From an optimization exercise on the open Yosys and OpenROAD flow, aimed at small area and few clock cycles; shortcuts taken in it are not production practice.
Only simulation tests tie the RTL to the original design; equivalence was not proved.
No activity file was given, so power comes from the tool's default toggle rates.

==> run G <==
==> flow/design.v (excerpt) <==
module cas2wav #(
    parameter [31:0] OUT_CAP = 32'd2097152,
    parameter [31:0] CAS_CAP = 32'd65536
) (
    input  wire        clk,
    input  wire        rst,           
    input  wire        reg_wr,
    input  wire [7:0]  reg_addr,
    input  wire [31:0] reg_wdata,
    output reg  [31:0] reg_rdata,
    output wire        cas_rd,
    output wire [31:0] cas_addr,
    input  wire [7:0]  cas_rdata,
    output wire        out_wr,
    output wire [31:0] out_addr,
    output wire [7:0]  out_wdata,
    output wire        done
);
    localparam [3:0] S_IDLE   = 4'd0,
                     S_SRD    = 4'd1,    
                     S_SCK    = 4'd2,    
                     S_CRD    = 4'd3,    
                     S_CCK    = 4'd4,    
                     S_SIL    = 4'd5,    
                     S_HDR    = 4'd6,    
                     S_DRD    = 4'd7,    
                     S_DCK    = 4'd8,    
                     S_BYTE   = 4'd9,    
                     S_FIN    = 4'd10;   
    reg [31:0] baud;
    reg [31:0] leadin_s;
    reg [31:0] cas_len;
    reg        done_r;
    reg [1:0]  errc;         
    reg [1:0]  mode;
  ...
clock: 8.0 ns
lec_check: 0
abc_area: 1
cap_margin: 20
core_margin: 2
core_utilization: 40
cts_buf_list: sky130_fd_sc_hd__clkbuf_8 sky130_fd_sc_hd__clkbuf_16
slew_margin: 20
standard.sh (not shown) runs the stock make flow with config.mk's settings and CLKGATE_MAP_FILE= SYNTH_SCRIPT=/design/flow/synth_recipe.tcl, a recipe that flattens the netlist after the stock synthesis.
==> flow/flow/run.sh <==
#!/bin/bash
# The standard layout (standard.sh) with these changes made through ORFS's
# own hooks:
#  - after floorplan, the combinational logic is re-synthesized for area by
#    OpenROAD's restructure (ABC); registers are not touched;
#  - ports are buffered with the smallest buffer, buf_1, which the resizer
#    may still upsize;
#  - clock tree synthesis uses clkbuf_8 and no dummy loads.
# Each tool's output stays in its ORFS log; make's output goes to standard.log.
set -euo pipefail
W=$PWD
export OWN_FLOW_DIR=$W/flow
export POST_FLOORPLAN_TCL=$W/flow/restructure.tcl
export BUFFER_PORTS_ARGS="-buffer_cell sky130_fd_sc_hd__buf_1"
export CTS_ARGS="-sink_clustering_enable -repair_clock_nets -buf_list {sky130_fd_sc_hd__clkbuf_8 sky130_fd_sc_hd__clkbuf_16} -dont_use_dummy_load"
bash standard.sh > standard.log 2>&1
==> flow/flow/restructure.tcl <==
# Sourced at the end of ORFS's floorplan step (POST_FLOORPLAN_TCL).
# Re-synthesizes the combinational logic for area with OpenROAD's restructure.
# ABC there reads the liberty directly, so it gets a copy without the
# platform's don't-use cells.
set rs_lib [lindex $::env(LIB_FILES) 0]
set rs_dir $::env(OBJECTS_DIR)/restructure
file mkdir $rs_dir
exec python3 $::env(OWN_FLOW_DIR)/libfilter.py $rs_lib $rs_dir/no_dont_use.lib \
  {*}$::env(DONT_USE_CELLS) >& $rs_dir/libfilter.log
puts "restructure: area before [sta::format_area [rsz::design_area] 0]"
remove_buffers
set tie_cell [lindex $::env(TIELO_CELL_AND_PORT) 0]
set tielo "$tie_cell/[lindex $::env(TIELO_CELL_AND_PORT) 1]"
set tiehi "[lindex $::env(TIEHI_CELL_AND_PORT) 0]/[lindex $::env(TIEHI_CELL_AND_PORT) 1]"

# Output ports driven by a tie cell, and which tie pin drives each. A later
# restructure pass can drop these ties, so they are put back afterwards.
set block [ord::get_db_block]
set port_ties [dict create]
foreach bt [$block getBTerms] {
  set net [$bt getNet]
  if { $net == "NULL" } { continue }
  foreach it [$net getITerms] {
    if { [$it isOutputSignal] && [[[$it getInst] getMaster] getName] == $tie_cell } {
      dict set port_ties [$bt getName] [[$it getMTerm] getName]
    }
  }
}

foreach pass {1 2 3} {
  restructure -target area -liberty_file $rs_dir/no_dont_use.lib \
    -tielo_port $tielo -tiehi_port $tiehi -work_dir $rs_dir \
    -abc_logfile $rs_dir/abc.log
  puts "restructure: area after pass $pass [sta::format_area [rsz::design_area] 0]"
}

proc net_has_driver { net } {
  foreach it [$net getITerms] {
    if { [$it isOutputSignal] } { return 1 }
  }
  foreach bt [$net getBTerms] {
    if { [$bt getIoType] == "INPUT" } { return 1 }
  }
  return 0
}

set tie_master [[ord::get_db] findMaster $tie_cell]
set n 0
dict for {port pin} $port_ties {
  set net [[$block findBTerm $port] getNet]
  if { ![net_has_driver $net] } {
    set inst [odb::dbInst_create $block $tie_master "restructure_tie_$n"]
    [$inst findITerm $pin] connect $net
    incr n
  }
}
puts "restructure: ties put back on $n output ports"

# nothing may be left undriven
foreach net [$block getNets] {
  if { [$net getSigType] != "SIGNAL" } { continue }
  if { [llength [$net getITerms]] + [llength [$net getBTerms]] < 2 } { continue }
  if { ![net_has_driver $net] } {
    error "restructure: net [$net getName] has no driver"
  }
}
Other scripts of this flow, unchanged in this note and not shown: flow/flow/libfilter.py
==> run P (differences from run G) <==
--- a/flow/design.v
+++ b/flow/design.v
@@ -90,34 +90,34 @@
     wire busy = (st != S_IDLE);
     wire err  = (errc != 2'd0);
     assign done = done_r;
     wire a_hi0 = (reg_addr[7:5] == 3'd0) && (reg_addr[1:0] == 2'd0);
     wire [2:0] ra = reg_addr[4:2];
     wire [31:0] status = {21'd0, mode_valid, mode, 2'b00, errc, 1'b0, err, done_r, busy};
     wire [21:0] out_len = (done_r && !err) ? wp : 22'd0;
-    wire sel_st  = a_hi0 && (ra == 3'd1);
-    wire sel_bd  = a_hi0 && (ra == 3'd2);
-    wire sel_li  = a_hi0 && (ra == 3'd3);
-    wire sel_cl  = a_hi0 && (ra == 3'd4);
-    wire sel_ol  = a_hi0 && (ra == 3'd5) && done_r && !err;
-    wire sel_oc  = a_hi0 && (ra == 3'd6);
     always @(*) begin
-        reg_rdata = ({32{sel_bd}} & baud) | ({32{sel_li}} & leadin_s) |
-                    ({32{sel_cl}} & cas_len) | ({32{sel_st}} & status) |
-                    {10'd0, {22{sel_ol}} & wp} | ({32{sel_oc}} & OUT_CAP);
+        reg_rdata = 32'd0;
+        if (a_hi0) begin
+            case (ra)
+                3'd1: reg_rdata = status;
+                3'd2: reg_rdata = baud;
+                3'd3: reg_rdata = leadin_s;
+                3'd4: reg_rdata = cas_len;
+                3'd5: reg_rdata = {10'd0, out_len};
+                3'd6: reg_rdata = OUT_CAP;
+                default: ;
+            endcase
+        end
     end
     wire ctrl_wr   = reg_wr && a_hi0 && (ra == 3'd0);
     wire srst      = ctrl_wr && reg_wdata[1];
     wire start     = ctrl_wr && !reg_wdata[1] && reg_wdata[0] && !busy;
-    reg  baud_ok, lead_ok, len_ok;
-    wire [31:0] wd = reg_wdata;
-    wire baud_ok_w = (wd[31:12] == 20'd0) && ((wd[11:0] == 12'd1200) || (wd[11:0] == 12'd2400));
-    wire lead_ok_w = wd[31] || ((wd[30:13] == 18'd0) && (wd[12:0] <= 13'd6213));
-    wire len_ok_w  = (wd[31:17] == 15'd0) && (!wd[16] || (wd[15:0] == 16'd0));
-    wire config_ok = baud_ok && lead_ok && len_ok;
+    wire config_ok = ((baud == 32'd1200) || (baud == 32'd2400)) &&
+                     ($signed(leadin_s) <= $signed(32'd6213)) &&
+                     (cas_len <= CAS_CAP);
     wire cfg_wr    = reg_wr && a_hi0 && !busy;
     wire k2 = baud[11];
     reg         c;
     reg         rb;
     wire [17:0] psum    = {pos, 1'b1} + {13'd0, idx, c};
     wire [16:0] rd_addr = psum[17:1];
     wire        at_end  = (rd_addr == cas_len[16:0]);
@@ -174,17 +174,14 @@
     wire [1:0]  cls_t  = (idx == 4'd0) ? ((cas_rdata == 8'hEA) ? 2'd1 :
                                           (cas_rdata == 8'hD0) ? 2'd2 :
                                           (cas_rdata == 8'hD3) ? 2'd3 : 2'd0)
                                        : ((cas_rdata == cls_b) ? typ : 2'd0);
     always @(posedge clk) begin
         if (rst) begin
             baud       <= 32'd1200;
-            baud_ok    <= 1'b1;
-            lead_ok    <= 1'b1;
-            len_ok     <= 1'b1;
             leadin_s   <= 32'd0;
             cas_len    <= 32'd0;
             done_r     <= 1'b0;
             errc       <= 2'd0;
             mode       <= 2'd0;
             mode_valid <= 1'b0;
             st         <= S_IDLE;
@@ -193,17 +190,17 @@
             errc       <= 2'd0;
             mode       <= 2'd0;
             mode_valid <= 1'b0;
             st         <= S_IDLE;
         end else begin
             if (cfg_wr) begin
                 case (ra)
-                    3'd2: begin baud     <= reg_wdata; baud_ok <= baud_ok_w; end
-                    3'd3: begin leadin_s <= reg_wdata; lead_ok <= lead_ok_w; end
-                    3'd4: begin cas_len  <= reg_wdata; len_ok  <= len_ok_w;  end
+                    3'd2: baud     <= reg_wdata;
+                    3'd3: leadin_s <= reg_wdata;
+                    3'd4: cas_len  <= reg_wdata;
                     default: ;
                 endcase
             end
             if (emit) begin
                 if (!ovf) wp <= wp + 22'd1;
                 m    <= mwrap ? msum[4:0] - 5'd18 : msum[4:0];
                 neg  <= neg ^ mwrap;
==> flow/flow/run.sh (replaced) <==
#!/bin/bash
# The standard layout (standard.sh) with two changes made through ORFS's
# own hooks:
#  - after floorplan, the combinational logic is re-synthesized for area by
#    OpenROAD's restructure (ABC); registers are not touched;
#  - ports are buffered with the smallest buffer, buf_1, which the resizer
#    may still upsize.
# Each tool's output stays in its ORFS log; make's output goes to standard.log.
set -euo pipefail
W=$PWD
export OWN_FLOW_DIR=$W/flow
export POST_FLOORPLAN_TCL=$W/flow/restructure.tcl
export BUFFER_PORTS_ARGS="-buffer_cell sky130_fd_sc_hd__buf_1"
bash standard.sh > standard.log 2>&1
==> flow/flow/restructure.tcl (replaced) <==
# Sourced at the end of ORFS's floorplan step (POST_FLOORPLAN_TCL).
# Re-synthesizes the combinational logic for area with OpenROAD's restructure.
# ABC there reads the liberty directly, so it gets a copy without the
# platform's don't-use cells.
set rs_lib [lindex $::env(LIB_FILES) 0]
set rs_dir $::env(OBJECTS_DIR)/restructure
file mkdir $rs_dir
exec python3 $::env(OWN_FLOW_DIR)/libfilter.py $rs_lib $rs_dir/no_dont_use.lib \
  {*}$::env(DONT_USE_CELLS) >& $rs_dir/libfilter.log
puts "restructure: area before [sta::format_area [rsz::design_area] 0]"
remove_buffers
set tielo "[lindex $::env(TIELO_CELL_AND_PORT) 0]/[lindex $::env(TIELO_CELL_AND_PORT) 1]"
set tiehi "[lindex $::env(TIEHI_CELL_AND_PORT) 0]/[lindex $::env(TIEHI_CELL_AND_PORT) 1]"
restructure -target area -liberty_file $rs_dir/no_dont_use.lib \
  -tielo_port $tielo -tiehi_port $tiehi -work_dir $rs_dir \
  -abc_logfile $rs_dir/abc.log
puts "restructure: area after [sta::format_area [rsz::design_area] 0]"
==> flow/config.mk (replaced) <==
export PLATFORM = sky130hd
export DESIGN_NAME = cas2wav
export DESIGN_NICKNAME = cas2wav
export VERILOG_FILES = /design/flow/design.v
export SDC_FILE = /design/flow/constraint.sdc
export NUM_CORES = 4
export LEC_CHECK = 0
export CAP_MARGIN = 20
export CORE_MARGIN = 2
export CORE_UTILIZATION = 40
export SLEW_MARGIN = 20
==> run R (differences from run G) <==
--- a/flow/design.v
+++ b/flow/design.v
@@ -104,19 +104,19 @@
         reg_rdata = ({32{sel_bd}} & baud) | ({32{sel_li}} & leadin_s) |
                     ({32{sel_cl}} & cas_len) | ({32{sel_st}} & status) |
                     {10'd0, {22{sel_ol}} & wp} | ({32{sel_oc}} & OUT_CAP);
     end
     wire ctrl_wr   = reg_wr && a_hi0 && (ra == 3'd0);
     wire srst      = ctrl_wr && reg_wdata[1];
     wire start     = ctrl_wr && !reg_wdata[1] && reg_wdata[0] && !busy;
-    reg  baud_ok, lead_ok, len_ok;
-    wire [31:0] wd = reg_wdata;
-    wire baud_ok_w = (wd[31:12] == 20'd0) && ((wd[11:0] == 12'd1200) || (wd[11:0] == 12'd2400));
-    wire lead_ok_w = wd[31] || ((wd[30:13] == 18'd0) && (wd[12:0] <= 13'd6213));
-    wire len_ok_w  = (wd[31:17] == 15'd0) && (!wd[16] || (wd[15:0] == 16'd0));
+    wire baud_ok   = (baud[31:12] == 20'd0) &&
+                     ((baud[11:0] == 12'd1200) || (baud[11:0] == 12'd2400));
+    wire lead_ok   = leadin_s[31] ||
+                     ((leadin_s[30:13] == 18'd0) && (leadin_s[12:0] <= 13'd6213));
+    wire len_ok    = (cas_len[31:17] == 15'd0) && (!cas_len[16] || (cas_len[15:0] == 16'd0));
     wire config_ok = baud_ok && lead_ok && len_ok;
     wire cfg_wr    = reg_wr && a_hi0 && !busy;
     wire k2 = baud[11];
     reg         c;
     reg         rb;
     wire [17:0] psum    = {pos, 1'b1} + {13'd0, idx, c};
     wire [16:0] rd_addr = psum[17:1];
@@ -174,17 +174,14 @@
     wire [1:0]  cls_t  = (idx == 4'd0) ? ((cas_rdata == 8'hEA) ? 2'd1 :
                                           (cas_rdata == 8'hD0) ? 2'd2 :
                                           (cas_rdata == 8'hD3) ? 2'd3 : 2'd0)
                                        : ((cas_rdata == cls_b) ? typ : 2'd0);
     always @(posedge clk) begin
         if (rst) begin
             baud       <= 32'd1200;
-            baud_ok    <= 1'b1;
-            lead_ok    <= 1'b1;
-            len_ok     <= 1'b1;
             leadin_s   <= 32'd0;
             cas_len    <= 32'd0;
             done_r     <= 1'b0;
             errc       <= 2'd0;
             mode       <= 2'd0;
             mode_valid <= 1'b0;
             st         <= S_IDLE;
@@ -193,17 +190,17 @@
             errc       <= 2'd0;
             mode       <= 2'd0;
             mode_valid <= 1'b0;
             st         <= S_IDLE;
         end else begin
             if (cfg_wr) begin
                 case (ra)
-                    3'd2: begin baud     <= reg_wdata; baud_ok <= baud_ok_w; end
-                    3'd3: begin leadin_s <= reg_wdata; lead_ok <= lead_ok_w; end
-                    3'd4: begin cas_len  <= reg_wdata; len_ok  <= len_ok_w;  end
+                    3'd2: baud     <= reg_wdata;
+                    3'd3: leadin_s <= reg_wdata;
+                    3'd4: cas_len  <= reg_wdata;
                     default: ;
                 endcase
             end
             if (emit) begin
                 if (!ovf) wp <= wp + 22'd1;
                 m    <= mwrap ? msum[4:0] - 5'd18 : msum[4:0];
                 neg  <= neg ^ mwrap;
--- a/flow/flow/run.sh
+++ b/flow/flow/run.sh
@@ -8,9 +8,9 @@
 #  - clock tree synthesis uses clkbuf_8 and no dummy loads.
 # Each tool's output stays in its ORFS log; make's output goes to standard.log.
 set -euo pipefail
 W=$PWD
 export OWN_FLOW_DIR=$W/flow
 export POST_FLOORPLAN_TCL=$W/flow/restructure.tcl
 export BUFFER_PORTS_ARGS="-buffer_cell sky130_fd_sc_hd__buf_1"
-export CTS_ARGS="-sink_clustering_enable -repair_clock_nets -buf_list {sky130_fd_sc_hd__clkbuf_8 sky130_fd_sc_hd__clkbuf_16} -dont_use_dummy_load"
+export CTS_ARGS="-sink_clustering_enable -repair_clock_nets -buf_list sky130_fd_sc_hd__clkbuf_8 -dont_use_dummy_load"
 bash standard.sh > standard.log 2>&1
==> flow/config.mk (replaced) <==
export PLATFORM = sky130hd
export DESIGN_NAME = cas2wav
export DESIGN_NICKNAME = cas2wav
export VERILOG_FILES = /design/flow/design.v
export SDC_FILE = /design/flow/constraint.sdc
export NUM_CORES = 4
export LEC_CHECK = 0
export ABC_AREA = 1
export CAP_MARGIN = 20
export CORE_MARGIN = 2
export CORE_UTILIZATION = 40
export CTS_BUF_LIST = sky130_fd_sc_hd__clkbuf_8
export SLEW_MARGIN = 20
==> qor summary <==
                                                   run R       run P       run G
Non-filler cells in the finished layout             1942        2169        1965
Outcome                         timing/DRC/antenna clean  timing/DRC/antenna clean  timing/DRC/antenna clean
Average wire per cell in the routed design       21.6 um     21.0 um     20.8 um
Clock tree skew after final layout             0.0515 ns   0.0139 ns   0.0316 ns
Nets                                                1538        1752        1563
First drt pass iteration count                         8           5           9
Depth of the worst register-to-register path          25          28          22
Antenna violations before repair                       3           0           0
Root Driver                                     clkbuf_8   clkbuf_16   clkbuf_16
Power density over the cells                  216 nW/um2  330 nW/um2  228 nW/um2
Power in the clock group                      0.000508 W  0.000925 W  0.000724 W
Simple-Gate Fraction of Synth Area                 33.2%       26.9%       31.9%
Wire length of the first global-routing pass    62900 um    69400 um    62300 um
Met3 track utilization from global routing         4.24%       4.41%       4.20%
Met2 global-route usage                            34.4%       39.7%       35.9%
Final core utilization                             36.2%       39.6%       36.9%
Testbench counts of run G, summed over its fixed seeds: cycles 10,482,878.
Testbench counts of run P, summed over its fixed seeds: cycles 10,482,878.
Testbench counts of run R, summed over its fixed seeds: cycles 10,482,878.

port drivers added, routing unchanged:
No port has a modelled driver above. Below, the same layouts with a new extraction and two added sets of constraints.
Step 1 sets driving cells, clkbuf_16 on the clock port and buf_2 on the other inputs (assumed; they add their load-dependent delay and slew).
Step 2 times the ports against the registers' clock, not the clock port: input delays grow and output delays shrink by t, the midpoint of the rising clock arrivals with the driver on.
a / b / c = ideal ports / drivers / drivers and shift; a / b = the first two.
run	t (ns)	setup slack, ns	clock arrival spread, ns	worst register clock-pin slew, ns
run G	0.491	0.571 / 0.520 / 1.011	0.032 / 0.032	0.09 / 0.09
run P	0.508	0.630 / 0.579 / 1.087	0.014 / 0.014	0.09 / 0.09
run R	0.516	0.746 / 0.698 / 1.215	0.055 / 0.055	0.12 / 0.12
After both steps setup and hold are still met in every run listed.
